Source: an optimization exercise on an open RTL-to-GDS flow (aim: small area, a short achievable clock period and few clock cycles). Production flows keep margins and buffers that such runs may drop. The RTL was checked by simulation tests, not by an equivalence proof against the original design. No activity file was given, so power comes from the tool's default toggle rates.

// evt_agg_enc
module evt_agg_enc (
    input  wire        clk,
    input  wire        rst,
    input  wire        cmd_valid,
    output wire        cmd_ready,
    input  wire [31:0] cmd,
    output reg         pkt_valid,
    output reg  [76:0] pkt
);
clock: 13.0 ns
lec_check: 0
cap_margin: 30
core_margin: 2
core_utilization: 55
cts_buf_list: sky130_fd_sc_hd__clkbuf_16
cts_cluster_diameter: 60
cts_cluster_size: 40
slew_margin: 20
standard.sh (not shown) runs the stock make flow with config.mk's settings and CLKGATE_MAP_FILE= SYNTH_SCRIPT=/design/flow/synth_recipe.tcl, a recipe that flattens the netlist after the stock synthesis.
==> flow/flow/run.sh <==
#!/bin/bash
# Standard ORFS layout, with repair_timing asked to leave a larger setup
# margin than the 13 ns constraint needs, so that the design is optimised
# for speed, and clock tree synthesis without dummy balancing loads.
# The SDC and every other setting stay the standard flow's own.
set -o pipefail
bash standard.sh SETUP_SLACK_MARGIN=9.5 \
  "CTS_ARGS=-sink_clustering_enable -repair_clock_nets -sink_clustering_size 40 -sink_clustering_max_diameter 60 -buf_list sky130_fd_sc_hd__clkbuf_16 -dont_use_dummy_load" \
  finish > standard_flow.log 2>&1
The first run went through all stages and came out clean.
Testbench counts at the start, summed over its fixed seeds: cycles 10,360.
Then changed:
==> flow/flow/run.sh (replaced) <==
#!/bin/bash
# Standard ORFS layout, with repair_timing asked to leave a larger setup
# margin than the 13 ns constraint needs, so that the design is optimised
# for speed. The SDC and every other setting stay the standard flow's own.
set -o pipefail
bash standard.sh SETUP_SLACK_MARGIN=9.5 finish > standard_flow.log 2>&1
--- a/flow/config.mk
+++ b/flow/config.mk
@@ -9,6 +9,5 @@
 export CORE_MARGIN = 2
-export CORE_UTILIZATION = 55
-export CTS_BUF_LIST = sky130_fd_sc_hd__clkbuf_16
+export CORE_UTILIZATION = 40
 export CTS_CLUSTER_DIAMETER = 60
-export CTS_CLUSTER_SIZE = 40
+export CTS_CLUSTER_SIZE = 30
 export SLEW_MARGIN = 20
Area after synthesis does not change.
Sequential share of layout area shrinks by 1.9 points.
Clock skew decreases by 0.035 ns.
Final cell count climbs by 11%.
Maximum frequency came out lower by 1.1%.
Routed wire length rose by 0.98%.
Final area grows by 3.5%.
Then changed:
==> flow/flow/run.sh (replaced) <==
#!/bin/bash
# Standard ORFS layout, with repair_timing asked to leave a larger setup
# margin than the 13 ns constraint needs, so that the design is optimised
# for speed, and clock tree synthesis without dummy balancing loads.
# The SDC and every other setting stay the standard flow's own.
set -o pipefail
bash standard.sh SETUP_SLACK_MARGIN=9.4 \
  "CTS_ARGS=-sink_clustering_enable -repair_clock_nets -sink_clustering_size 40 -sink_clustering_max_diameter 60 -buf_list sky130_fd_sc_hd__clkbuf_16 -dont_use_dummy_load" \
  finish > standard_flow.log 2>&1
--- a/flow/config.mk
+++ b/flow/config.mk
@@ -9,5 +9,6 @@
 export CORE_MARGIN = 2
-export CORE_UTILIZATION = 40
+export CORE_UTILIZATION = 60
+export CTS_BUF_LIST = sky130_fd_sc_hd__clkbuf_16
 export CTS_CLUSTER_DIAMETER = 60
-export CTS_CLUSTER_SIZE = 30
+export CTS_CLUSTER_SIZE = 40
 export SLEW_MARGIN = 20
Outcome: Setup slack hardly moves; utilization is higher by 20 points; fmax stays flat; wire length is lower by 2.9%; register-to-register slack got worse by 0.11 ns; clock skew is higher by 0.028 ns; non-clock buffer count is lower by 63; final cell count is lower by 12%; synthesized cell count does not change.
Then changed:
==> flow/flow/run.sh (replaced) <==
#!/bin/bash
# Standard ORFS layout, with repair_timing asked to leave a larger setup
# margin than the 13 ns constraint needs, so that the design is optimised
# for speed. The SDC and every other setting stay the standard flow's own.
set -o pipefail
bash standard.sh SETUP_SLACK_MARGIN=9.5 finish > standard_flow.log 2>&1
--- a/flow/config.mk
+++ b/flow/config.mk
@@ -9,3 +9,3 @@
 export CORE_MARGIN = 2
-export CORE_UTILIZATION = 60
+export CORE_UTILIZATION = 40
 export CTS_BUF_LIST = sky130_fd_sc_hd__clkbuf_16
=> Sequential power barely changes. Wire length grows by 2.7%. Synthesized area stays the same. Fmax barely changes. Setup slack hardly moves. Final cell count climbs by 14%. Design area grows by 4.5%.
Then changed:
==> flow/flow/run.sh (replaced) <==
#!/bin/bash
# Standard ORFS layout, with repair_timing asked to leave a larger setup
# margin than the 13 ns constraint needs, so that the design is optimised
# for speed, and clock tree synthesis without dummy balancing loads.
# The SDC and every other setting stay the standard flow's own.
set -o pipefail
bash standard.sh SETUP_SLACK_MARGIN=9.5 \
  "CTS_ARGS=-sink_clustering_enable -repair_clock_nets -sink_clustering_size 40 -sink_clustering_max_diameter 60 -buf_list sky130_fd_sc_hd__clkbuf_16 -dont_use_dummy_load" \
  finish > standard_flow.log 2>&1
--- a/flow/config.mk
+++ b/flow/config.mk
@@ -9,3 +9,3 @@
 export CORE_MARGIN = 2
-export CORE_UTILIZATION = 40
+export CORE_UTILIZATION = 65
 export CTS_BUF_LIST = sky130_fd_sc_hd__clkbuf_16
The new run finished with timing, DRC and antenna clean.
First-iteration DRC count rises by 27%.
Hold slack is worse by 0.039 ns.
Global-route usage rises by 13 points.
Final area falls by about 5%.
Via count rises by about 0.9%.
Then changed:
--- a/flow/flow/run.sh
+++ b/flow/flow/run.sh
@@ -6,3 +6,3 @@
 set -o pipefail
-bash standard.sh SETUP_SLACK_MARGIN=9.5 \
+bash standard.sh SETUP_SLACK_MARGIN=9.65 \
   "CTS_ARGS=-sink_clustering_enable -repair_clock_nets -sink_clustering_size 40 -sink_clustering_max_diameter 60 -buf_list sky130_fd_sc_hd__clkbuf_16 -dont_use_dummy_load" \
--- a/flow/config.mk
+++ b/flow/config.mk
@@ -9,3 +9,3 @@
 export CORE_MARGIN = 2
-export CORE_UTILIZATION = 65
+export CORE_UTILIZATION = 60
 export CTS_BUF_LIST = sky130_fd_sc_hd__clkbuf_16
Outcome: The changed run finished with timing, DRC and antenna clean; sequential power hardly moves; setup slack is worse by 0.13 ns; global-route usage went up by 0.37 points; clock-buffer cell count went up by 6; hold slack is about the same; maximum frequency went down by 3.4%; first-iteration DRC count went up by 11%.

-- re-timing with driven ports --
Ports are ideal in the flow. The routed layouts listed here were re-timed in OpenROAD. Step 1 assumes that a clkbuf_16 drives the clock port and a buf_2 every other input. Step 2, shift: input delay + t, output delay - t, t = (earliest + latest rising clock arrival at the registers) / 2. This alone moves slack from input paths to output paths. Slacks: ideal / step 1 / step 2; pairs: ideal / step 1.
run	t, ns	setup WS [ns]	hold slack, ns	worst register clock-pin slew, ns
the first run	0.744	9.287 / 9.211 / 8.840	0.304 / 0.304 / 0.304	0.09 / 0.09
the second run	0.779	9.246 / 9.171 / 8.832	0.328 / 0.328 / 0.328	0.10 / 0.10
the third run	0.742	9.243 / 9.172 / 8.750	0.303 / 0.303 / 0.303	0.10 / 0.10
the fourth run	0.782	9.243 / 9.167 / 8.830	0.328 / 0.328 / 0.328	0.10 / 0.10
the fifth run	0.714	9.271 / 9.207 / 8.802	0.289 / 0.289 / 0.289	0.11 / 0.11
the sixth run	0.740	9.140 / 9.140 / 9.017	0.291 / 0.291 / 0.291	0.10 / 0.10
After both steps setup and hold are still met in every run listed. For the third run, which loses most, drivers alone change the setup slack by -0.071 ns; drivers and shift together by -0.493 ns.
